What follows belongs to an exercise in optimizing a design on an open flow for small area; a production flow would make more cautious choices. RTL that was checked went through simulation tests only; none was proved equivalent to the original. For run 5, only the layout was checked, not whether the RTL still works. Power is estimated from default activity; no workload was simulated.

## design/flow/design.v

```verilog
module ring_fifo #(
    parameter integer MSG_W = 100
) (
    input  wire             clk,
    input  wire             rst,
    input  wire             wreq,
    input  wire [MSG_W-1:0] wmsg,
    output wire             full,
    output wire             wr_ack,
    output wire             wr_ovf,
    output wire [2:0]       count,
    input  wire             adv,      
    output wire             empty,
    output wire [MSG_W-1:0] rd_data
);
    reg [6:0] head;    
    reg [6:0] tail;    
    reg [2:0] cnt;     
    reg [MSG_W-1:0] mem [0:6];
    assign count  = cnt;
    assign full   = (cnt == 3'd7);
    assign empty  = (cnt == 3'd0);
    wire enq = !rst && wreq;
    assign wr_ack = enq && !full;
    assign wr_ovf = enq && full;
    always @(posedge clk) begin
        if (rst) begin
            head <= 7'b0000001;
            tail <= 7'b0000001;
            cnt  <= 3'd0;
        end else begin
            if (wr_ack)
                head <= {head[5:0], head[6]};
            if (adv)
                tail <= {tail[5:0], tail[6]};
            cnt <= cnt + {2'b00, wr_ack} - {2'b00, adv};
        end
    end
    genvar i;
    generate
        for (i = 0; i < 7; i = i + 1) begin : g_slot
            always @(posedge clk) begin
                if (wr_ack && head[i])
                    mem[i] <= wmsg;
            end
        end
    endgenerate
    reg [MSG_W-1:0] rd_or;
    integer k;
    always @(*) begin
        rd_or = {MSG_W{1'b0}};
        for (k = 0; k < 7; k = k + 1)
            rd_or = rd_or | (mem[k] & {MSG_W{tail[k]}});
    end
    assign rd_data = rd_or;
endmodule
module relay (
    input  wire         clk,
    input  wire         rst,
    input  wire         tx_wreq,
    input  wire [99:0]  tx_wmsg,
    output wire         tx_wr_full,
    output wire         tx_wr_ack,
    output wire         tx_wr_ovf,
    output wire [2:0]   tx_wr_count,
    input  wire         rx_wreq,
    input  wire [99:0]  rx_wmsg,
    output wire         rx_wr_full,
    output wire         rx_wr_ack,
    output wire         rx_wr_ovf,
    output wire [2:0]   rx_wr_count,
    input  wire         tick,
    input  wire         rxp,
    input  wire         txacc,
    input  wire [31:0]  ts,
    output wire         rx_fetch,
    output wire         tx_offer,
    output wire [99:0]  tx_data,
    output wire         tx_ack,
    output wire         tx_defer,
    output wire         rx_offer,
    output wire [99:0]  rx_data,
    output wire [2:0]   tx_count,
    output wire [2:0]   rx_count
);
    reg  [31:0] last_ts;
    wire tick_cmd   = !rst && tick;
    wire qualifying = tick_cmd && (ts != last_ts);
    wire tx_empty, rx_empty;
    wire [2:0] tx_n, rx_n;
    assign rx_fetch = tick_cmd && rxp;
    always @(posedge clk) begin
        if (rst)
            last_ts <= 32'd0;
        else if (tick)
            last_ts <= ts;
    end
    assign tx_offer = qualifying && !tx_empty;
    assign tx_ack   = tx_offer && txacc;
    assign tx_defer = tx_offer && !txacc;
    assign rx_offer = qualifying && !rx_empty;
    assign tx_wr_count = tx_n;
    assign tx_count    = tx_n;
    assign rx_wr_count = rx_n;
    assign rx_count    = rx_n;
    ring_fifo u_tx (
        .clk     (clk),
        .rst     (rst),
        .wreq    (tx_wreq),
        .wmsg    (tx_wmsg),
        .full    (tx_wr_full),
        .wr_ack  (tx_wr_ack),
        .wr_ovf  (tx_wr_ovf),
        .count   (tx_n),
        .adv     (tx_ack),
        .empty   (tx_empty),
        .rd_data (tx_data)
    );
    ring_fifo u_rx (
        .clk     (clk),
        .rst     (rst),
        .wreq    (rx_wreq),
        .wmsg    (rx_wmsg),
        .full    (rx_wr_full),
        .wr_ack  (rx_wr_ack),
        .wr_ovf  (rx_wr_ovf),
        .count   (rx_n),
        .adv     (rx_offer),
        .empty   (rx_empty),
        .rd_data (rx_data)
    );
endmodule
```

## design/flow/run.sh

```bash
#!/bin/bash
# synth_recipe.tcl (not shown) runs the flow's synth.tcl, then flattens the netlist and writes it again
# the make line also repeats each setting of config.mk as NAME=value (left out here)
make -C /OpenROAD-flow-scripts/flow DESIGN_CONFIG=/design/flow/config.mk WORK_HOME=/design/flow/orfs CLKGATE_MAP_FILE= SYNTH_SCRIPT=/design/flow/synth_recipe.tcl finish
```

## design/flow/config.mk

```make
export PLATFORM = sky130hd
export DESIGN_NAME = relay
export DESIGN_NICKNAME = relay
export VERILOG_FILES = /design/flow/design.v
export SDC_FILE = /design/flow/constraint.sdc
export NUM_CORES = 4
export LEC_CHECK = 0
export ABC_CLOCK_PERIOD_IN_PS = 100000
export CAP_MARGIN = 20
export CORE_MARGIN = 2
export CORE_UTILIZATION = 40
export SLEW_MARGIN = 20
```

## design/flow/constraint.sdc

```tcl
create_clock -name core_clock -period 6.0 [get_ports {clk}]
set_input_delay 1.2000 -clock core_clock [delete_from_list [all_inputs] [get_ports {clk}]]
set_output_delay 1.2000 -clock core_clock [all_outputs]
set_load 0.01 [all_outputs]
```

==> results of run 1 <==
[power by group through the flow]
stage | combinational (mW) | clock, mW | sequential [mW]
after floorplan | 1.02 | 0 | 11.6
after global placement | 2.32 | 0 | 11.8
after detailed placement | 2.32 | 0 | 11.8
after CTS | 2.34 | 9.23 | 11.6
after global routing | 2.48 | 9.63 | 11.6
final | 2.31 | 9.04 | 11.6
[tightest hold or removal path, delay by kind of cell, from the launching register on]
kind	cells	cell delay (ns)
and+or+nand+nor	1	0.05
DFF	1	0.31
AOI/OAI and AO/OA	1	0.05
[registers in the layout, summed over array words and instances, names as in the netlist]
signal,count
u_rx.cnt,3
u_tx.tail,7
u_tx.mem,700
u_rx.head,7
last_ts,32
u_tx.head,7
u_tx.cnt,3
u_rx.tail,7
u_rx.mem,700
[Yosys cell counts, drive strengths merged, types with 12 or more instances]
cell type / number
a21oi: 12
buf: 26
clkbuf: 147
edfxtp: 1400
mux2i: 36
dfxtp: 66
nand2: 24
a22oi: 400
a222oi: 200
inv: 24
nand3: 202
nor2: 45
xor2: 34
[cells by family after synthesis]
kind of cell | Yosys count | synth area share
flops | 1466 | 0.839
compound gates | 616 | 0.0989
simple gates | 305 | 0.0297
buf+inv | 199 | 0.0149
mux | 46 | 0.00987
xor+xnor | 36 | 0.00610
fa+ha+maj | 6 | 0.00174
[per-layer routing]
layer	vias to the layer above	share of wire	track usage
met5	-	0.0029	0
met4	60	0.020	0.0552
met3	238	0.095	0.0618
met2	1078	0.46	0.299
met1	14300	0.42	0.260
li1	12300	-	-
[cell type report]
cell class,count,share of cell area
antenna,5,0.000198
clock inverter,79,0.0116
multi-input combinational,1009,0.120
tap,1662,0.0329
clock buffer,189,0.0641
sequential,1466,0.687
timing repair buffer,511,0.0820
inverter,26,0.00202
[worst max path at each step]
| stage | startpoint | slack [ns] | endpoint | cells past startpoint |
|---|---|---|---|---|
| 3_3_place_gp | ts[19] | 1.19 | rx_offer | 7 |
| 3_5_place_dp | ts[27] | 1.17 | rx_offer | 7 |
| 2_1_floorplan | rst | 1.39 | u_rx.mem[6][0] | 5 |
| 6_report | ts[19] | 1.17 | rx_offer | 7 |
| 4_1_cts | ts[27] | 1.17 | rx_offer | 7 |
| 5_1_grt | ts[27] | 1.09 | rx_offer | 7 |
[stage by stage]
step / cells / total power, mW / setup slack (ns) / utilization / hold slack (ns)
after global routing: 4947 / 23.7 / 1.09 / 0.494 / 0.478
after global placement: 4674 / 14.1 / 1.19 / 0.457 / 0.443
after detailed placement: 4674 / 14.1 / 1.17 / 0.457 / 0.451
after floorplan: 2674 / 12.6 / 1.39 / - / 0.432
after CTS: 4942 / 23.1 / 1.17 / 0.494 / 0.459
final: 4947 / 22.9 / 1.17 / 0.494 / 0.456
==> impl_metrics.py, run 1 <==
metrics = {
    "sta": {
        "finalCritPeriodShare": 0.804,
        "worst_pin_slew_ns": 1.01,
        "relSlewSlack": 0.327,
        "finalSetupTns_ns": 0,
        "setup_viol": 0,
        "rsz0062_at_grt": "false",
        "maxSlewViolCount": 0,
        "finalCriticalPeriod_ns": 4.83,
        "skew_ns": 0.0309,
        "fmax_ghz": 0.207,
        "hold_viol": 0,
    },
    "clock_tree": {
        "cts_setup_buffers": 0,
        "cts_hold_buf": 0,
        "ctsLongestPathBuffers": 3,
        "cts_tree": "done",
        "numCtsBuffers": 150,
        "cts_sinks": 1466,
        "cts.clk_slew.worst_paths_ns": 0.06,
        "cts_resized": 0,
        "htree_num_levels": 4,
        "clock-root-buffer": "clkbuf_16",
        "insertion_delay_ns": 0.77,
    },
    "die": {
        "die_h_um": 364,
        "core_area_mm2": 0.128,
        "num_io_pins": 462,
        "die_x_um": 364,
        "die_area_mm2": 0.132,
        "core.rowCount": 131,
        "initial_core_util": 0.404,
    },
    "cells_and_area": {
        "drive_gt1_frac": 0.0936,
        "regArea_mm2": 0.0434,
        "final_cell_mix": "edfxtp_1, clkdlybuf4s50_1, a22oi_1",
        "area_delta_synth_final_pct": 22.2,
        "multi_input_area_mm2": 0.00757,
        "layout_commonest_cell": "edfxtp_1",
        "fill_cells": 10400,
        "design_area_mm2": 0.0632,
        "final_nets": 3409,
    },
    "setup_path": {
        "critPathLaunchType": "primary input",
        "cp_common_cell": "clkdlybuf4s50_1",
        "path_class": "primary input to output pin",
        "crit_fanout": 8,
        "crit_buf_inv": 3,
        "rrSetupSlack_ns": 2.74,
        "required_ns": 4.80,
        "max_stage_delay_ns": 0.54,
        "critical_path.slowest_cell": "clkdlybuf4s50_1",
        "timing.rr.end": "u_rx.cnt[2]",
        "critPathTopFamily": "buffers and inverters",
        "rr_startpoint": "u_rx.cnt[1]",
        "crit_chain": "clkdlybuf4s50_1 -> xor2_1 -> nor4_1 -> nand4_2 -> o21ai_4 -> inv_1 -> clkdlybuf4s50_1",
        "reg2reg_depth": 12,
        "crit_arrival_ns": 3.63,
        "worst_setup_path_end_kind": "output pin",
    },
    "hold_path": {
        "hold_depth": 2,
        "min_to": "u_tx.head[4]",
        "hold_class": "flop to flop",
        "worstHoldStart": "u_tx.head[4]",
    },
    "global_route": {
        "grtUsageTotal": 0.193,
        "grt_pass1_vias": 27800,
        "grt_max_degree": 83,
        "antenna_found_initial": 38,
        "overflow": 0,
        "grt_pass1_wl_um": 188000,
    },
    "routing": {
        "drt_first_pass_iters": 6,
        "antenna_left": 0,
        "drc": 0,
        "routed_wl_um": 129000,
        "viasPerCell": 5.66,
        "wl_per_cell_um": 26.1,
        "num_vias": 28000,
        "drt_iter0_drc": 3069,
    },
    "yosys": {
        "synth_seq_cells": 1466,
        "netlist_instances": 2674,
        "ys_types": 30,
        "ys_async_sr_fraction": 0,
        "synth_edf_count": 1400,
        "synthTopCellsByArea": "edfxtp_1, a22oi_1, a222oi_1",
        "synth_flop_cell": "edfxtp_1",
        "ys.warnings.count": 3,
        "synth-seq-area-share": 0.839,
        "yosys.area.top_type_share": 0.813,
        "syn-mean-instance-area_um2": 19.3,
        "syn_area_mm2": 0.0517,
        "synth_top_area_cell": "edfxtp_1",
    },
    "flow_run": {
        "drv_cap": 0,
    },
    "pwr": {
        "p_sw_mw": 5.20,
        "power_density_mw_per_mm2": 363,
        "power.leakage_nw": 20.1,
        "combPwrFrac": 0.101,
        "power_frac_clock": 0.394,
        "pwr-share-seq": 0.505,
        "p_int_mw": 17.7,
        "vdd_ir_drop_max_v": 0.000265,
        "p_sw_frac": 0.227,
    },
    "placed_design": {
        "io_buffers": 461,
        "placed_cell_area_mm2": 0.0584,
        "dpl.hpwl_um": 70000,
        "gp_congestion": 0.769,
    },
    "outcome": {
        "outcome": "finished clean",
    },
}
==> inputs of run 2 (changes only) <==
--- a/design/flow/design.v
+++ b/design/flow/design.v
@@ -13,7 +13,7 @@
     output wire             empty,
     output wire [MSG_W-1:0] rd_data
 );
-    reg [6:0] head;    
+    reg [2:0] head;    
     reg [6:0] tail;    
     reg [2:0] cnt;     
     reg [MSG_W-1:0] mem [0:6];
@@ -25,12 +25,12 @@
     assign wr_ovf = enq && full;
     always @(posedge clk) begin
         if (rst) begin
-            head <= 7'b0000001;
+            head <= 3'd0;
             tail <= 7'b0000001;
             cnt  <= 3'd0;
         end else begin
             if (wr_ack)
-                head <= {head[5:0], head[6]};
+                head <= (head == 3'd6) ? 3'd0 : head + 3'd1;
             if (adv)
                 tail <= {tail[5:0], tail[6]};
             cnt <= cnt + {2'b00, wr_ack} - {2'b00, adv};
@@ -40,7 +40,7 @@
     generate
         for (i = 0; i < 7; i = i + 1) begin : g_slot
             always @(posedge clk) begin
-                if (wr_ack && head[i])
+                if (wr_ack && head == i)
                     mem[i] <= wmsg;
             end
         end
@@ -83,17 +83,23 @@
     output wire [2:0]   tx_count,
     output wire [2:0]   rx_count
 );
-    reg  [31:0] last_ts;
+    reg  [31:0] ts_q;
+    reg         ts_zero;
     wire tick_cmd   = !rst && tick;
-    wire qualifying = tick_cmd && (ts != last_ts);
+    wire ts_new     = ts_zero ? (ts != 32'd0) : (ts != ts_q);
+    wire qualifying = tick_cmd && ts_new;
     wire tx_empty, rx_empty;
     wire [2:0] tx_n, rx_n;
     assign rx_fetch = tick_cmd && rxp;
     always @(posedge clk) begin
+        if (tick)
+            ts_q <= ts;
+    end
+    always @(posedge clk) begin
         if (rst)
-            last_ts <= 32'd0;
+            ts_zero <= 1'b1;
         else if (tick)
-            last_ts <= ts;
+            ts_zero <= 1'b0;
     end
     assign tx_offer = qualifying && !tx_empty;
     assign tx_ack   = tx_offer && txacc;
==> design/flow/flow/run.sh (new file) <==
#!/bin/bash
# Own layout flow: the standard ORFS flow (standard.sh, unchanged
# synthesis) with these changes for a smaller layout:
#  - the buffers ABC inserted are removed at floorplan (repair_design later
#    buffers what needs it);
#  - every input and output port still gets a buffer, but the smallest one
#    (buf_1) rather than the delay cell buffer_ports picks by default;
#  - each high-fanout signal net gets one buf_8 before repair_design
#    (flow/pre_resize.tcl);
#  - CTS: a clkbuf_16 root, clkbuf_8 tree buffers and clkbuf_4 leaf
#    buffers driving clusters of up to 9 flip-flops, without dummy loads.
# The make output goes to flow_make.log; each ORFS step writes its own log
# under orfs/logs.
set -euo pipefail
cd "$(dirname "$0")/.."
W=$(pwd)
bash standard.sh \
  REMOVE_ABC_BUFFERS=1 \
  "BUFFER_PORTS_ARGS=-buffer_cell sky130_fd_sc_hd__buf_1" \
  "PRE_RESIZE_TCL=$W/flow/pre_resize.tcl" \
  "CTS_ARGS=-sink_clustering_enable -repair_clock_nets -dont_use_dummy_load -root_buf sky130_fd_sc_hd__clkbuf_16 -buf_list sky130_fd_sc_hd__clkbuf_8 -sink_clustering_buffer sky130_fd_sc_hd__clkbuf_4 -sink_clustering_size 9 -sink_clustering_max_diameter 40" \
  finish > "$W/flow_make.log" 2>&1
==> design/flow/flow/pre_resize.tcl (new file) <==
# Before repair_design: give each high-fanout signal net (the slot write
# enables, the read selects, reset) one strong buffer at the centroid of its
# loads, instead of the buffer trees repair_design would build.
proc hf_buffer {thr cell} {
  set k 0
  foreach net [get_nets *] {
    if {[get_full_name $net] == "clk"} continue
    set pins [get_pins -of_objects $net]
    if {[llength $pins] <= $thr} continue
    set loads {}
    set sx 0; set sy 0
    foreach p $pins {
      if {[get_property $p direction] == "input"} {
        lappend loads $p
        set bb [[[sta::sta_to_db_pin $p] getInst] getBBox]
        set sx [expr {$sx + ([$bb xMin] + [$bb xMax]) / 2.0}]
        set sy [expr {$sy + ([$bb yMin] + [$bb yMax]) / 2.0}]
      }
    }
    set n [llength $loads]
    if {$n == 0} continue
    set x [expr {$sx / $n / 1000.0}]
    set y [expr {$sy / $n / 1000.0}]
    insert_buffer -buffer_cell $cell -net [get_full_name $net] -location [list $x $y] -buffer_name hfbuf_$k
    incr k
  }
  puts "hf_buffer: inserted $k buffers"
}
hf_buffer 50 sky130_fd_sc_hd__buf_8
==> design/flow/standard.sh (new file) <==
#!/bin/bash
# synth_recipe.tcl (not shown) runs the flow's synth.tcl, then flattens the netlist and writes it again
# the make line also repeats each setting of config.mk as NAME=value (left out here)
make -C /OpenROAD-flow-scripts/flow DESIGN_CONFIG=/design/flow/config.mk WORK_HOME=/design/flow/orfs CLKGATE_MAP_FILE= SYNTH_SCRIPT=/design/flow/synth_recipe.tcl "${@:-finish}"
--- a/design/flow/config.mk
+++ b/design/flow/config.mk
@@ -6,7 +6,8 @@
 export NUM_CORES = 4
 export LEC_CHECK = 0
 export ABC_CLOCK_PERIOD_IN_PS = 100000
-export CAP_MARGIN = 20
+export CAP_MARGIN = 0
 export CORE_MARGIN = 2
 export CORE_UTILIZATION = 40
-export SLEW_MARGIN = 20
+export GPL_TIMING_DRIVEN = 0
+export SLEW_MARGIN = 0
removed: design/flow/run.sh
==> run 2 against run 1 <==
  * Fmax is 8.2% higher
  * Highest routed layer unchanged
  * Still clean on timing, DRC and antenna
  * Final area is 10% lower
  * Routed wire length is 1.1% higher
  * Largest cell class unchanged
  * Via count is 0.94% lower
  * Combinational power is 34% lower
  * Critical endpoint is now tx_ack
  * Synthesized area is 0.50% lower
==> impl_metrics.py, run 2 <==
metrics = {
    "cells_and_area": {
        "regArea_mm2": 0.0435,
        "top_regs": "u_rx.mem (700), u_tx.mem (700), ts_q (32)",
        "drive_gt1_frac": 0.0758,
        "fill_cells": 11100,
        "multi_input_area_mm2": 0.00719,
        "area_delta_synth_final_pct": 10.1,
        "layout_commonest_cell": "edfxtp_1",
        "final_cell_mix": "edfxtp_1, buf_1, a22oi_1",
        "post-route-util": 0.444,
        "final_nets": 3388,
    },
    "die": {
        "core_area_mm2": 0.128,
        "die_h_um": 363,
        "core.rowCount": 131,
        "initial_core_util": 0.403,
        "die_area_mm2": 0.131,
        "num_io_pins": 462,
        "die_x_um": 363,
    },
    "yosys": {
        "synth_seq_cells": 1459,
        "synth_top_area_cell": "edfxtp_1",
        "synth-seq-area-share": 0.846,
        "syn-mean-instance-area_um2": 19.6,
        "synth_flop_cell": "edfxtp_1",
        "yosys-top-cells-count": "edfxtp_1, a22oi_1, nand3_1",
        "synthTopCellsByArea": "edfxtp_1, a22oi_1, a222oi_1",
        "synth_edf_count": 1432,
        "ys.warnings.count": 3,
        "ys_async_sr_fraction": 0,
        "yosysMostFrequentCell": "edfxtp_1",
        "ys_types": 35,
        "syn_area_mm2": 0.0514,
        "yosys.area.top_type_share": 0.836,
        "netlist_instances": 2622,
    },
    "setup_path": {
        "crit_buf_inv": 2,
        "critPathTopFamily": "simple AND/OR/NAND/NOR gates",
        "worst_setup_path_end_kind": "output pin",
        "path_class": "primary input to output pin",
        "crit_fanout": 34,
        "rr_startpoint": "ts_q[21]",
        "critical_path.slowest_cell": "nor4b_2",
        "rrSetupSlack_ns": 2.59,
        "crit_chain": "buf_2 -> nand2b_1 -> nor4b_2 -> and2_4 -> buf_1",
        "max_stage_delay_ns": 0.63,
        "timing.rr.end": "u_tx.cnt[2]",
        "reg2reg_depth": 12,
        "crit_arrival_ns": 3.26,
        "required_ns": 4.80,
        "critPathLaunchType": "primary input",
    },
    "sta": {
        "relSlewSlack": 0.296,
        "postLayoutSetupSlackWorst_ns": 1.54,
        "rsz0062_at_grt": "false",
        "maxSlewViolCount": 0,
        "worst_pin_slew_ns": 1.06,
        "finalCritPeriodShare": 0.744,
        "skew_ns": 0.0944,
        "finalCriticalPeriod_ns": 4.46,
        "finalSetupTns_ns": 0,
        "fmax_ghz": 0.224,
        "setup_viol": 0,
        "hold_viol": 0,
        "hold_ws_ns": 0.519,
    },
    "routing": {
        "num_vias": 27700,
        "drt_first_pass_iters": 8,
        "routed_wl_um": 131000,
        "wl_per_cell_um": 27.2,
        "drc": 0,
        "drt_iter0_drc": 2916,
        "viasPerCell": 5.77,
        "antenna_left": 0,
    },
    "hold_path": {
        "min_to": "ts_zero",
        "worstHoldStart": "ts_zero",
        "hold_depth": 1,
        "hold_class": "flop to flop",
    },
    "pwr": {
        "vdd_ir_drop_max_v": 0.000220,
        "p_sw_mw": 4.17,
        "p_int_mw": 13.5,
        "power_frac_clock": 0.267,
        "p_sw_frac": 0.237,
        "combPwrFrac": 0.087,
        "power.leakage_nw": 16.9,
        "power_density_mw_per_mm2": 311,
        "pwr-share-seq": 0.646,
    },
    "global_route": {
        "antenna_found_initial": 26,
        "grt_pass1_wl_um": 187000,
        "overflow": 0,
        "grt_max_degree": 103,
        "grtUsageTotal": 0.195,
        "grt_pass1_vias": 27900,
    },
    "placed_design": {
        "dpl.hpwl_um": 63500,
        "gp_congestion": 0.731,
        "dp_slack_ns": 1.51,
        "io_buffers": 461,
    },
    "clock_tree": {
        "cts_sinks": 1459,
        "cts.clk_slew.worst_paths_ns": 0.09,
        "cts_tree": "done",
        "cts_hold_buf": 0,
        "numCtsBuffers": 200,
        "ctsLongestPathBuffers": 3,
        "clock-root-buffer": "clkbuf_16",
        "cts_resized": 0,
        "insertion_delay_ns": 0.75,
        "cts_setup_buffers": 0,
        "htree_num_levels": 4,
    },
    "flow_run": {
        "drv_cap": 0,
    },
    "outcome": {
        "outcome": "finished clean",
    },
}
[run 2: cell count changes after synthesis, moves of 10 or more]
cell / change
dfxtp_1: -39
mux2i_1: -36
edfxtp_1: +32
xnor2_1: +32
xor2_1: -32
nor2_1: -24
nand2_1: -20
nand3_1: +14
mux2_4: -10
nor4_1: +10
[run 2: power groups by stage]
stage	combinational, mW	clock, mW	sequential [mW]
global placement	1.30	0	11.9
CTS	1.54	4.89	11.4
floorplan	0.653	0	11.7
finish	1.53	4.72	11.4
global route	1.68	5.24	11.4
detailed placement	1.54	0	11.6
[run 2: worst max path at each step]
stage	depth (start not counted)	from	slack, ns	endpoint
6_report	5	tick	1.54	tx_ack
3_3_place_gp	4	rst	-17.58	u_rx.mem[4][58]
3_5_place_dp	5	tick	1.51	tx_ack
5_1_grt	5	tick	1.34	tx_ack
2_1_floorplan	3	rst	-5.87	u_rx.mem[0][0]
4_1_cts	5	tick	1.51	tx_ack
[run 2: cell type report]
cell class / instances / area share
Timing Repair Buffer: 489 / 0.0380
Multi-Input combinational cell: 976 / 0.127
Inverter: 15 / 0.000994
Antenna cell: 8 / 0.000353
Tap cell: 1662 / 0.0367
Sequential cell: 1459 / 0.768
Clock buffer: 200 / 0.0286
[run 2: logic make-up after synthesis]
kind of cell	Yosys count	share of synthesized area
XOR/XNOR	36	0.00613
AND/OR/NAND/NOR	300	0.0304
flip-flops	1459	0.846
buffers and inverters	187	0.0142
AO/OA/AOI/OAI	632	0.101
adder cells (fa/ha/maj)	8	0.00224
[run 2: stage by stage]
stage / total power, mW / cells / cell area (µm²)
finish: 17.6 / 4809 / 56700
global route: 18.3 / 4802 / 56600
CTS: 17.8 / 4801 / 56600
detailed placement: 13.2 / 4601 / 55000
global placement: 13.2 / 4573 / 54600
floorplan: 12.4 / 2450 / 50800
[run 2: routing by layer]
metal	wire [µm]	track usage	vias up	share of wire
met5	270	0	-	0.0021
met4	2610	0.0542	40	0.020
met3	13600	0.0717	234	0.10
met2	62100	0.313	1101	0.48
met1	52100	0.250	14200	0.40
li1	-	-	12200	-
[run 2: worst reg2reg max path: stages, from the launching register on]
cell and delay (ns):
edfxtp_1 0.40, xnor2_1 0.32, nand4_1 0.18, nor4_1 0.25
nand3_1 0.48, and2_4 0.36, ha_1 0.27, inv_1 0.04
ha_1 0.18, fa_1 0.40, xnor2_1 0.20, xnor2_1 0.14
nor2_1 0.05
==> inputs of run 3 (changes only) <==
==> design/flow/flow/run.sh (replaced) <==
#!/bin/bash
# Own layout flow: the standard ORFS flow (standard.sh, unchanged
# synthesis) with these changes for a smaller layout:
#  - the buffers ABC inserted are removed at floorplan (repair_design later
#    buffers what needs it);
#  - every input and output port still gets a buffer, but the smallest one
#    (buf_1) rather than the delay cell buffer_ports picks by default;
#  - each high-fanout signal net gets one buf_6 before repair_design
#    (flow/pre_resize.tcl);
#  - CTS: a clkbuf_16 root, clkbuf_8 tree buffers and clkbuf_4 leaf
#    buffers driving clusters of up to 10 flip-flops, without dummy loads.
# The make output goes to flow_make.log; each ORFS step writes its own log
# under orfs/logs.
set -euo pipefail
cd "$(dirname "$0")/.."
W=$(pwd)
bash standard.sh \
  REMOVE_ABC_BUFFERS=1 \
  "BUFFER_PORTS_ARGS=-buffer_cell sky130_fd_sc_hd__buf_1" \
  "PRE_RESIZE_TCL=$W/flow/pre_resize.tcl" \
  "CTS_ARGS=-sink_clustering_enable -repair_clock_nets -dont_use_dummy_load -root_buf sky130_fd_sc_hd__clkbuf_16 -buf_list sky130_fd_sc_hd__clkbuf_8 -sink_clustering_buffer sky130_fd_sc_hd__clkbuf_4 -sink_clustering_size 10 -sink_clustering_max_diameter 40" \
  finish > "$W/flow_make.log" 2>&1
--- a/design/flow/flow/pre_resize.tcl
+++ b/design/flow/flow/pre_resize.tcl
@@ -26,4 +26,4 @@
   }
   puts "hf_buffer: inserted $k buffers"
 }
-hf_buffer 50 sky130_fd_sc_hd__buf_8
+hf_buffer 50 sky130_fd_sc_hd__buf_6
==> run 3 against run 2 <==
  * Combinational power about the same
  * Clock skew decreased by 0.014 ns
  * Critical path depth unchanged
  * Cell count about the same
  * Register-to-register slack about the same
  * Utilization decreased by 0.13 points
  * Sequential share of layout area increased by 0.23 points
  * Largest power group unchanged
==> impl_metrics.py, run 3 <==
metrics = {
    "die": {
        "core.rowCount": 131,
        "die_x_um": 363,
        "num_io_pins": 462,
        "die_h_um": 363,
        "initial_core_util": 0.403,
        "die_area_mm2": 0.131,
        "core_area_mm2": 0.128,
    },
    "cells_and_area": {
        "fin_cells": 4808,
        "drive_gt1_frac": 0.0723,
        "final_cell_mix": "edfxtp_1, buf_1, a22oi_1",
        "top_regs": "u_rx.mem (700), u_tx.mem (700), ts_q (32)",
        "area_delta_synth_final_pct": 9.82,
        "final_nets": 3376,
        "layout_commonest_cell": "edfxtp_1",
    },
    "yosys": {
        "yosys.area.top_type_share": 0.836,
        "synth-seq-area-share": 0.846,
        "netlist_instances": 2622,
        "yosys-top-cells-count": "edfxtp_1, a22oi_1, nand3_1",
        "synth_seq_cells": 1459,
        "ys_async_sr_fraction": 0,
        "synth_edf_count": 1432,
        "synth_flop_cell": "edfxtp_1",
        "synthTopCellsByArea": "edfxtp_1, a22oi_1, a222oi_1",
        "yosysMostFrequentCell": "edfxtp_1",
        "ys_types": 35,
        "ys.warnings.count": 3,
        "synth_top_area_cell": "edfxtp_1",
        "syn_area_mm2": 0.0514,
        "syn-mean-instance-area_um2": 19.6,
    },
    "placed_design": {
        "gp_congestion": 0.731,
        "dpl.hpwl_um": 63400,
        "dp_slack_ns": 1.45,
        "place_inst": 4602,
        "io_buffers": 461,
    },
    "sta": {
        "finalCriticalPeriod_ns": 4.46,
        "rsz0062_at_grt": "false",
        "fmax_ghz": 0.224,
        "skew_ns": 0.0804,
        "setup_viol": 0,
        "postLayoutSetupSlackWorst_ns": 1.54,
        "finalCritPeriodShare": 0.743,
        "worst_pin_slew_ns": 1.31,
        "relSlewSlack": 0.125,
        "maxSlewViolCount": 0,
        "hold_viol": 0,
    },
    "clock_tree": {
        "clock-root-buffer": "clkbuf_16",
        "cts_sinks": 1459,
        "cts_hold_buf": 0,
        "numCtsBuffers": 187,
        "ctsLongestPathBuffers": 3,
        "insertion_delay_ns": 0.74,
        "cts_resized": 0,
        "cts_tree": "done",
        "cts_setup_buffers": 0,
        "cts.clk_slew.worst_paths_ns": 0.06,
        "htree_num_levels": 4,
    },
    "pwr": {
        "p_int_mw": 13.4,
        "vdd_ir_drop_max_v": 0.000219,
        "p_sw_mw": 4.17,
        "power_density_mw_per_mm2": 310,
        "power_mw": 17.5,
        "pwr-share-seq": 0.650,
        "power.leakage_nw": 16.8,
        "power_frac_clock": 0.263,
        "combPwrFrac": 0.087,
        "p_sw_frac": 0.238,
    },
    "setup_path": {
        "crit_buf_inv": 2,
        "critical_path.slowest_cell": "nor4b_2",
        "crit_fanout": 34,
        "crit_arrival_ns": 3.26,
        "crit_chain": "buf_2 -> nand2b_1 -> nor4b_2 -> and2_4 -> buf_1",
        "path_class": "primary input to output pin",
        "critPathLaunchType": "primary input",
        "critPathTopFamily": "simple AND/OR/NAND/NOR gates",
        "worst_setup_path_end_kind": "output pin",
        "max_stage_delay_ns": 0.63,
        "required_ns": 4.80,
    },
    "routing": {
        "drt_first_pass_iters": 8,
        "drc": 0,
        "wl_per_cell_um": 27.2,
        "drt_iter0_drc": 3101,
        "routed_wl_um": 131000,
        "antenna_left": 0,
        "viasPerCell": 5.75,
        "num_vias": 27700,
    },
    "global_route": {
        "overflow": 0,
        "grt_max_degree": 103,
        "antenna_found_initial": 30,
        "grtUsageTotal": 0.195,
        "grt_pass1_vias": 27800,
        "grt_pass1_wl_um": 187000,
    },
    "flow_run": {
        "drv_cap": 0,
    },
    "hold_path": {
        "hold_class": "flop to flop",
    },
    "outcome": {
        "outcome": "finished clean",
    },
}
-- run 3: cells by family after synthesis --
logic type / synth area share
flops: 0.846
compound gates: 0.101
buf+inv: 0.0142
xor+xnor: 0.00613
fa+ha+maj: 0.00224
simple gates: 0.0304
-- run 3: power by group through the flow --
stage               clock (mW)  combinational [mW]  sequential [mW]
floorplan                    0               0.653             11.7
global placement             0                1.30             11.9
detailed placement           0                1.54             11.6
CTS                       4.78                1.54             11.4
global route              5.11                1.67             11.4
finish                    4.62                1.52             11.4
-- run 3: cell type report --
class	count	area (µm²)
Fill cell	11200	71000
Sequential cell	1459	43500
Multi-Input combinational cell	976	7190
Tap cell	1662	2080
Timing Repair Buffer	490	2060
Clock buffer	187	1520
Inverter	15	56.3
Antenna cell	19	47.5
-- run 3: final timing paths --
check                    from              end  slack [ns]  cells past startpoint
setup / recovery         tick           tx_ack        1.54                      5
setup reg to reg  u_tx.cnt[1]  u_tx.mem[6][33]        2.60                      4
hold reg to reg       ts_zero          ts_zero        0.50                      1
hold / removal        ts_zero          ts_zero        0.50                      1
-- run 3: metrics by stage --
stage	hold WS, ns	setup TNS (ns)	cell area (µm²)	util
3_5_place_dp	0.494	0	54900	0.431
2_1_floorplan	0.441	-2848.62	50800	-
5_1_grt	0.532	0	56500	0.443
4_1_cts	0.509	0	56400	0.443
6_report	0.503	0	56500	0.443
3_3_place_gp	0.485	-	54600	0.428
-- run 3: layer usage --
layer / up-vias / share of wire / track usage
met2: 1148 / 0.46 / 0.302
met4: 38 / 0.032 / 0.0735
met5: - / 0.0019 / 0.00444
met3: 246 / 0.11 / 0.0793
met1: 14000 / 0.39 / 0.246
li1: 12200 / - / -
==> inputs of run 4 (changes only) <==
==> design/flow/flow/run.sh (replaced) <==
#!/bin/bash
# Own layout flow: the standard ORFS flow (standard.sh, unchanged
# synthesis) with these changes for a smaller layout:
#  - the buffers ABC inserted are removed at floorplan (repair_design later
#    buffers what needs it);
#  - every input and output port still gets a buffer, but the smallest one
#    (buf_1) rather than the delay cell buffer_ports picks by default;
#  - each high-fanout signal net gets one buf_6 before repair_design
#    (flow/pre_resize.tcl);
#  - CTS: a clkbuf_16 root, clkbuf_8 tree buffers and clkbuf_4 leaf
#    buffers driving clusters of up to 11 flip-flops, without dummy loads.
# The make output goes to flow_make.log; each ORFS step writes its own log
# under orfs/logs.
set -euo pipefail
cd "$(dirname "$0")/.."
W=$(pwd)
bash standard.sh \
  REMOVE_ABC_BUFFERS=1 \
  "BUFFER_PORTS_ARGS=-buffer_cell sky130_fd_sc_hd__buf_1" \
  "PRE_RESIZE_TCL=$W/flow/pre_resize.tcl" \
  "CTS_ARGS=-sink_clustering_enable -repair_clock_nets -dont_use_dummy_load -root_buf sky130_fd_sc_hd__clkbuf_16 -buf_list sky130_fd_sc_hd__clkbuf_8 -sink_clustering_buffer sky130_fd_sc_hd__clkbuf_4 -sink_clustering_size 11 -sink_clustering_max_diameter 45" \
  finish > "$W/flow_make.log" 2>&1
==> run 4 against run 3 <==
  * Die area stayed put
  * Fmax is 0.59% lower
  * Largest cell class unchanged
  * Still clean
  * Combinational power hardly changed
  * Global-route usage is 0.11 points lower
==> impl_metrics.py, run 4 <==
metrics = {
    "cells_and_area": {
        "top_regs": "u_rx.mem (700), u_tx.mem (700), ts_q (32)",
        "layout_commonest_cell": "edfxtp_1",
        "final_cell_mix": "edfxtp_1, buf_1, a22oi_1",
        "final_nets": 3355,
        "drive_gt1_frac": 0.0660,
        "area_delta_synth_final_pct": 9.47,
    },
    "clock_tree": {
        "ctsLongestPathBuffers": 3,
        "numCtsBuffers": 166,
        "htree_num_levels": 4,
        "cts_hold_buf": 0,
        "cts_resized": 0,
        "insertion_delay_ns": 0.76,
        "cts_setup_buffers": 0,
        "cts.clk_slew.worst_paths_ns": 0.10,
        "cts_sinks": 1459,
        "clock-root-buffer": "clkbuf_16",
        "cts_tree": "done",
    },
    "die": {
        "core_area_mm2": 0.128,
        "die_x_um": 363,
        "die_h_um": 363,
        "initial_core_util": 0.403,
        "core.rowCount": 131,
        "die_area_mm2": 0.131,
        "num_io_pins": 462,
    },
    "yosys": {
        "yosys-top-cells-count": "edfxtp_1, a22oi_1, nand3_1",
        "yosysMostFrequentCell": "edfxtp_1",
        "ys.warnings.count": 3,
        "syn-mean-instance-area_um2": 19.6,
        "synth-seq-area-share": 0.846,
        "synth_seq_cells": 1459,
        "synth_flop_cell": "edfxtp_1",
        "yosys.area.top_type_share": 0.836,
        "ys_types": 35,
        "synth_top_area_cell": "edfxtp_1",
        "ys_async_sr_fraction": 0,
        "syn_area_mm2": 0.0514,
        "synthTopCellsByArea": "edfxtp_1, a22oi_1, a222oi_1",
        "synth_edf_count": 1432,
        "netlist_instances": 2622,
    },
    "global_route": {
        "grtUsageTotal": 0.194,
        "grt_pass1_wl_um": 186000,
        "grt_max_degree": 103,
        "antenna_found_initial": 31,
        "overflow": 0,
        "grt_pass1_vias": 27600,
    },
    "sta": {
        "skew_ns": 0.128,
        "postLayoutSetupSlackWorst_ns": 1.52,
        "finalCritPeriodShare": 0.747,
        "maxSlewViolCount": 0,
        "worst_pin_slew_ns": 1.30,
        "finalCriticalPeriod_ns": 4.48,
        "rsz0062_at_grt": "false",
        "fmax_ghz": 0.223,
        "hold_viol": 0,
        "setup_viol": 0,
        "hold_ws_ns": 0.525,
        "finalSetupTns_ns": 0,
        "relSlewSlack": 0.136,
    },
    "setup_path": {
        "crit_chain": "buf_2 -> nand2b_1 -> nor4b_2 -> and2_4 -> buf_1",
        "critical_path.slowest_cell": "nor4b_2",
        "required_ns": 4.80,
        "crit_buf_inv": 2,
        "max_stage_delay_ns": 0.65,
        "critPathLaunchType": "primary input",
        "crit_fanout": 34,
        "worst_setup_path_end_kind": "output pin",
        "critPathTopFamily": "simple AND/OR/NAND/NOR gates",
        "crit_arrival_ns": 3.28,
        "path_class": "primary input to output pin",
    },
    "routing": {
        "antenna_left": 0,
        "viasPerCell": 5.78,
        "drt_iter0_drc": 3162,
        "drc": 0,
        "drt_first_pass_iters": 6,
        "num_vias": 27600,
        "wl_per_cell_um": 27.3,
        "routed_wl_um": 130000,
    },
    "pwr": {
        "vdd_ir_drop_max_v": 0.000239,
        "power.leakage_nw": 16.7,
        "power_density_mw_per_mm2": 308,
    },
    "placed_design": {
        "gp_congestion": 0.731,
        "dpl.hpwl_um": 63400,
        "io_buffers": 461,
        "dp_slack_ns": 1.45,
    },
    "flow_run": {
        "drv_cap": 0,
    },
    "hold_path": {
        "hold_class": "flop to flop",
    },
    "outcome": {
        "outcome": "finished clean",
    },
}
==> run 4: cell types whose count changed in the layout (fill, tap and decap cells not counted) <==
cell | previous run | this run
diode_2 | 19 | 9
clkbuf_4 | 170 | 149
==> run 4: routing by layer <==
metal,vias up,share of wire,GRT usage
met5,-,0.0022,0
met3,269,0.11,0.0827
li1,12100,-,-
met2,1041,0.46,0.300
met1,14100,0.40,0.244
met4,48,0.034,0.0696
==> run 4: cells by family (layout without fill, tap and decap cells) <==
logic type,after synthesis,count (layout),synth area share
flops,1459,1459,0.846
compound gates,632,632,0.101
simple gates,300,300,0.0304
buf+inv,187,671,0.0142
xor+xnor,36,36,0.00613
fa+ha+maj,8,8,0.00224
other cells,0,9,0
==> run 4: power breakdown <==
| part | leakage [nW] | switching (mW) | total, mW | internal, mW |
|---|---|---|---|---|
| clock | 0.813 | 2.98 | 4.40 | 1.42 |
| sequential | 13.2 | 0.0681 | 11.4 | 11.3 |
| combinational | 2.69 | 1.07 | 1.53 | 0.459 |
==> run 4: area by class of cell <==
type	instances	area, µm²
fill	11200	71200
multi-input combinational	976	7190
tap	1662	2080
clock buffer	166	1360
sequential	1459	43500
antenna	9	22.5
inverter	15	56.3
timing repair buffer	490	2060
==> run 4: path summary, 6_finish.rpt <==
check,start,to,slack (ns),depth (start not counted)
max,tick,tx_ack,1.52,5
min,ts_zero,ts_zero,0.53,1
max reg2reg,u_tx.cnt[1],u_tx.mem[6][76],2.53,4
min reg2reg,ts_zero,ts_zero,0.53,1
==> run 4: metrics by stage <==
step | power, mW | area [µm²] | cells | utilization
6_report | 17.3 | 56300 | 4777 | 0.442
5_1_grt | 18.0 | 56300 | 4770 | 0.441
4_1_cts | 17.5 | 56300 | 4768 | 0.441
3_5_place_dp | 13.2 | 54900 | 4602 | 0.431
3_3_place_gp | 13.2 | 54600 | 4573 | 0.428
2_1_floorplan | 12.4 | 50800 | 2450 | -
==> inputs of run 5 (changes only) <==
==> design/flow/design.v (replaced) <==
module ring_fifo #(
    parameter integer MSG_W = 100,
    parameter integer PTR_W = 3,
    parameter integer IS_TX = 0
) (
    input  wire             clk,
    input  wire             wrst,
    input  wire             wreq,
    input  wire [MSG_W-1:0] wmsg,
    output wire             wr_full,
    output wire             wr_ack,
    output wire             wr_ovf,
    output wire [PTR_W-1:0] wr_count,
    input  wire             rrst,
    input  wire             rreq,
    input  wire             racc,
    output wire             rd_valid,
    output wire [MSG_W-1:0] rd_data,
    output wire             rd_offer,
    output wire             rd_ack,
    output wire             rd_defer,
    output wire [PTR_W-1:0] rd_count
);
    localparam integer N = 1 << PTR_W;
    reg [PTR_W-1:0] head;
    reg [PTR_W-1:0] tail;
    reg [MSG_W-1:0] mem [0:N-1];
    wire [PTR_W-1:0] head_inc = head + 1'b1;
    wire [PTR_W-1:0] tail_inc = tail + 1'b1;
    wire [PTR_W-1:0] count    = head - tail;    
    wire full  = (head_inc == tail);
    wire empty = (head == tail);
    wire enq = !wrst && wreq;
    assign wr_full  = full;
    assign wr_count = count;
    assign wr_ack   = enq && !full;
    assign wr_ovf   = enq && full;
    always @(posedge clk) begin
        if (wrst)
            head <= {PTR_W{1'b0}};
        else if (wr_ack)
            head <= head_inc;
    end
    always @(posedge clk) begin
        if (wr_ack)
            mem[head] <= wmsg;
    end
    wire peek = !rrst && rreq;
    assign rd_valid = !empty;
    assign rd_count = count;
    assign rd_data  = mem[tail];
    assign rd_offer = peek && !empty;
    assign rd_ack   = rd_offer && (IS_TX == 0 || racc);
    assign rd_defer = rd_offer && (IS_TX != 0) && !racc;
    always @(posedge clk) begin
        if (rrst)
            tail <= {PTR_W{1'b0}};
        else if (rd_ack)
            tail <= tail_inc;
    end
endmodule
module relay (
    input  wire         clk,
    input  wire         rst,
    input  wire         tx_wreq,
    input  wire [99:0]  tx_wmsg,
    output wire         tx_wr_full,
    output wire         tx_wr_ack,
    output wire         tx_wr_ovf,
    output wire [2:0]   tx_wr_count,
    input  wire         rx_wreq,
    input  wire [99:0]  rx_wmsg,
    output wire         rx_wr_full,
    output wire         rx_wr_ack,
    output wire         rx_wr_ovf,
    output wire [2:0]   rx_wr_count,
    input  wire         tick,
    input  wire         rxp,
    input  wire         txacc,
    input  wire [31:0]  ts,
    output wire         rx_fetch,
    output wire         tx_offer,
    output wire [99:0]  tx_data,
    output wire         tx_ack,
    output wire         tx_defer,
    output wire         rx_offer,
    output wire [99:0]  rx_data,
    output wire [2:0]   tx_count,
    output wire [2:0]   rx_count
);
    reg  [31:0] last_ts;
    wire tick_cmd   = !rst && tick;
    wire qualifying = tick_cmd && (ts != last_ts);
    wire tx_valid, rx_valid;
    wire rx_ack_unused, rx_defer_unused;
    assign rx_fetch = tick_cmd && rxp;
    always @(posedge clk) begin
        if (rst)
            last_ts <= 32'd0;
        else if (qualifying)
            last_ts <= ts;
    end
    ring_fifo #(.IS_TX(1)) u_tx (
        .clk      (clk),
        .wrst     (rst),
        .wreq     (tx_wreq),
        .wmsg     (tx_wmsg),
        .wr_full  (tx_wr_full),
        .wr_ack   (tx_wr_ack),
        .wr_ovf   (tx_wr_ovf),
        .wr_count (tx_wr_count),
        .rrst     (rst),
        .rreq     (qualifying && tx_valid),
        .racc     (txacc),
        .rd_valid (tx_valid),
        .rd_data  (tx_data),
        .rd_offer (tx_offer),
        .rd_ack   (tx_ack),
        .rd_defer (tx_defer),
        .rd_count (tx_count)
    );
    ring_fifo #(.IS_TX(0)) u_rx (
        .clk      (clk),
        .wrst     (rst),
        .wreq     (rx_wreq),
        .wmsg     (rx_wmsg),
        .wr_full  (rx_wr_full),
        .wr_ack   (rx_wr_ack),
        .wr_ovf   (rx_wr_ovf),
        .wr_count (rx_wr_count),
        .rrst     (rst),
        .rreq     (qualifying && rx_valid),
        .racc     (1'b1),
        .rd_valid (rx_valid),
        .rd_data  (rx_data),
        .rd_offer (rx_offer),
        .rd_ack   (rx_ack_unused),
        .rd_defer (rx_defer_unused),
        .rd_count (rx_count)
    );
endmodule
==> design/flow/run.sh (new file) <==
#!/bin/bash
# synth_recipe.tcl (not shown) runs the flow's synth.tcl, then flattens the netlist and writes it again
# the make line also repeats each setting of config.mk as NAME=value (left out here)
make -C /OpenROAD-flow-scripts/flow DESIGN_CONFIG=/design/flow/config.mk WORK_HOME=/design/flow/orfs CLKGATE_MAP_FILE= SYNTH_SCRIPT=/design/flow/synth_recipe.tcl finish
==> design/flow/config.mk (replaced) <==
export PLATFORM = sky130hd
export DESIGN_NAME = relay
export DESIGN_NICKNAME = relay
export VERILOG_FILES = /design/flow/design.v
export SDC_FILE = /design/flow/constraint.sdc
export NUM_CORES = 4
export LEC_CHECK = 0
export CAP_MARGIN = 20
export CORE_MARGIN = 2
export CORE_UTILIZATION = 40
export SLEW_MARGIN = 20
removed: design/flow/flow/run.sh
removed: design/flow/flow/pre_resize.tcl
removed: design/flow/standard.sh
==> run 5 against run 4 <==
  * Flip-flop and latch count increased by 191
  * Critical endpoint is now rx_data[31]
  * Worst setup slack got worse by 0.39 ns
  * Final area increased by 35%
  * Non-clock buffer count increased by 75
  * Synthesized area increased by 21%
  * First-iteration DRC count decreased by 46%
  * Utilization increased by 5.0 points
==> impl_metrics.py, run 5 <==
metrics = {
    "outcome": {
        "outcome": "finished clean",
    },
    "routing": {
        "drt_first_pass_iters": 5,
        "wl_per_cell_um": 25.7,
        "viasPerCell": 5.25,
        "routed_wl_um": 140000,
        "drt_iter0_drc": 1698,
        "drc": 0,
        "antenna_left": 0,
        "num_vias": 28500,
    },
    "setup_path": {
        "required_ns": 4.80,
        "worst_setup_path_end_kind": "output pin",
        "cp.depth": 4,
        "critPathLaunchType": "flop",
        "crit_chain": "buf_4 -> mux4_2 -> mux2_2 -> clkdlybuf4s50_1",
        "reg2reg_depth": 8,
        "path_class": "flop to output pin",
        "max_stage_delay_ns": 0.96,
        "critical_path.slowest_cell": "dfxtp_4",
        "crit_buf_inv": 2,
        "crit_fanout": 43,
        "rr_startpoint": "u_rx.head[0]",
        "critPathCapture": "rx_data[31]",
        "timing.rr.end": "u_rx.mem[6][16]",
        "rrSetupSlack_ns": 2.12,
        "critPathTopFamily": "flip-flops",
        "crit_arrival_ns": 3.67,
    },
    "sta": {
        "finalCritPeriodShare": 0.812,
        "postLayoutSetupSlackWorst_ns": 1.13,
        "maxSlewViolCount": 0,
        "relSlewSlack": 0.315,
        "finalCriticalPeriod_ns": 4.87,
        "fmax_ghz": 0.205,
        "setup_viol": 0,
        "skew_ns": 0.0218,
        "hold_ws_ns": 0.468,
        "rsz0062_at_grt": "false",
        "finalSetupTns_ns": 0,
        "worst_pin_slew_ns": 1.03,
        "hold_viol": 0,
    },
    "placed_design": {
        "dp_slack_ns": 1.03,
        "dpl.hpwl_um": 83700,
        "place_inst": 5104,
        "gp_congestion": 0.793,
        "placed_cell_area_mm2": 0.0705,
        "io_buffers": 461,
    },
    "clock_tree": {
        "insertion_delay_ns": 0.78,
        "cts_tree": "done",
        "cts_resized": 0,
        "ctsLongestPathBuffers": 3,
        "numCtsBuffers": 170,
        "clock-root-buffer": "clkbuf_16",
        "cts_sinks": 1650,
        "cts_hold_buf": 0,
        "cts.clk_slew.worst_paths_ns": 0.06,
        "htree_num_levels": 4,
        "cts_setup_buffers": 0,
    },
    "yosys": {
        "ys_async_sr_fraction": 0,
        "synth_seq_cells": 1650,
        "ys_types": 37,
        "yosysMostFrequentCell": "edfxtp_1",
        "syn-mean-instance-area_um2": 23.8,
        "netlist_instances": 2627,
        "synthTopCellsByArea": "edfxtp_1, mux4_2, mux2_2",
        "yosys-top-cells-count": "edfxtp_1, mux4_2, mux2_2",
        "synth-seq-area-share": 0.786,
        "synth_flop_cell": "edfxtp_1",
        "synth_top_area_cell": "edfxtp_1",
        "syn_area_mm2": 0.0624,
        "ys.warnings.count": 3,
        "synth_edf_count": 1600,
        "yosys.area.top_type_share": 0.770,
    },
    "cells_and_area": {
        "area_delta_synth_final_pct": 21.7,
        "design_area_mm2": 0.0759,
        "final_cell_mix": "edfxtp_1, clkdlybuf4s50_1, mux4_2",
        "top_regs": "u_rx.mem (800), u_tx.mem (800), last_ts (32)",
        "layout_commonest_cell": "edfxtp_1",
        "post-route-util": 0.492,
        "final_nets": 3481,
        "drive_gt1_frac": 0.287,
        "fin_cells": 5427,
    },
    "pwr": {
        "vdd_ir_drop_max_v": 0.000251,
        "power.leakage_nw": 23.4,
        "power_mw": 26.4,
        "power_density_mw_per_mm2": 347,
    },
    "die": {
        "core_area_mm2": 0.154,
        "die_area_mm2": 0.159,
        "die_h_um": 399,
        "die_x_um": 399,
        "num_io_pins": 462,
        "core.rowCount": 144,
        "initial_core_util": 0.404,
    },
    "global_route": {
        "grtUsageTotal": 0.175,
        "overflow": 0,
        "grt_pass1_vias": 30600,
        "grt_pass1_wl_um": 204000,
        "antenna_found_initial": 23,
        "grt_max_degree": 98,
    },
    "flow_run": {
        "drv_cap": 0,
    },
    "hold_path": {
        "hold_class": "flop to flop",
    },
}
run 5: metal layers:
metal,routed length (µm),global-route usage
met1,56200,0.221
met2,72100,0.298
met3,7180,0.0396
met4,4030,0.0607
met5,107,0
run 5: worst register-to-register path, stage by stage, from the launching register on:
cell and delay (ns):
dfxtp_1 0.70, inv_1 0.33, ha_1 0.41, or3_1 0.18, nand3_1 0.13, inv_2 0.19, nand2_1 0.25, nor3b_4 0.76
buf_12 0.46
run 5: worst min-delay path by stage:
stage | start | end | slack (ns) | cells past startpoint
floorplan | last_ts[0] | last_ts[0] | 0.45 | 2
global placement | last_ts[3] | last_ts[3] | 0.46 | 2
detailed placement | last_ts[30] | last_ts[30] | 0.46 | 2
CTS | last_ts[29] | last_ts[29] | 0.47 | 2
global route | last_ts[19] | last_ts[19] | 0.49 | 2
finish | last_ts[29] | last_ts[29] | 0.47 | 2
run 5: kinds of logic (layout without fill, tap and decap cells):
logic type               after synthesis  after routing  share of synthesized area
AO/OA/AOI/OAI                         12             12                    0.00154
XOR/XNOR                              43             43                    0.00652
adder cells (fa/ha/maj)               10             10                    0.00225
buffers and inverters                147            891                     0.0103
flip-flops                          1650           1650                      0.786
multiplexers                         608            608                      0.182
other                                  0             12                          0
AND/OR/NAND/NOR                      157            157                     0.0114
run 5: final cells by class:
cell class              instances  area (µm²)
fillers                     12200       78500
flip-flops and latches       1650       49100
multi-input cells             830       12900
repair buffers                565        5920
clock buffers                 209        4460
well taps                    2044        2560
clock inverters               102         940
inverters                      15        56.3
diodes                         12        30.0
run 5: report_power, final:
| group | leakage, nW | total [mW] | internal, mW | switching, mW |
|---|---|---|---|---|
| clock network | 2.63 | 10.2 | 5.87 | 4.29 |
| logic | 5.90 | 3.14 | 1.74 | 1.40 |
| registers | 14.9 | 13.1 | 12.9 | 0.157 |

-- port drivers added, routing unchanged --
How much do the figures lean on ideal ports? The routed layouts below were timed once more, with nothing changed but the port constraints.
Step 1, drivers: a clkbuf_16 drives clk and a buf_2 each remaining input, both assumed.
Step 2 adds t to the input delays and takes it off the output delays; t is the mean of the earliest and latest rising clock arrival at the registers after step 1. Input paths then give back, and output paths get back, about the clock's delay inside the block.
Three values: ideal ports, drivers, drivers and shift; two values: the first two.
run	t, ns	setup slack, ns	clock arrival spread, ns
run 1	0.824	1.173 / 1.151 / 1.151	0.035 / 0.035
run 2	0.767	1.537 / 1.514 / 1.514	0.100 / 0.100
run 3	0.784	1.543 / 1.504 / 1.444	0.106 / 0.106
run 4	0.769	1.516 / 1.493 / 1.449	0.133 / 0.133
run 5	0.849	1.127 / 1.055 / 1.104	0.035 / 0.035
After both steps every run listed still meets setup and hold. For run 3, which loses most, drivers alone change the setup slack by -0.039 ns; drivers and shift together by -0.099 ns.
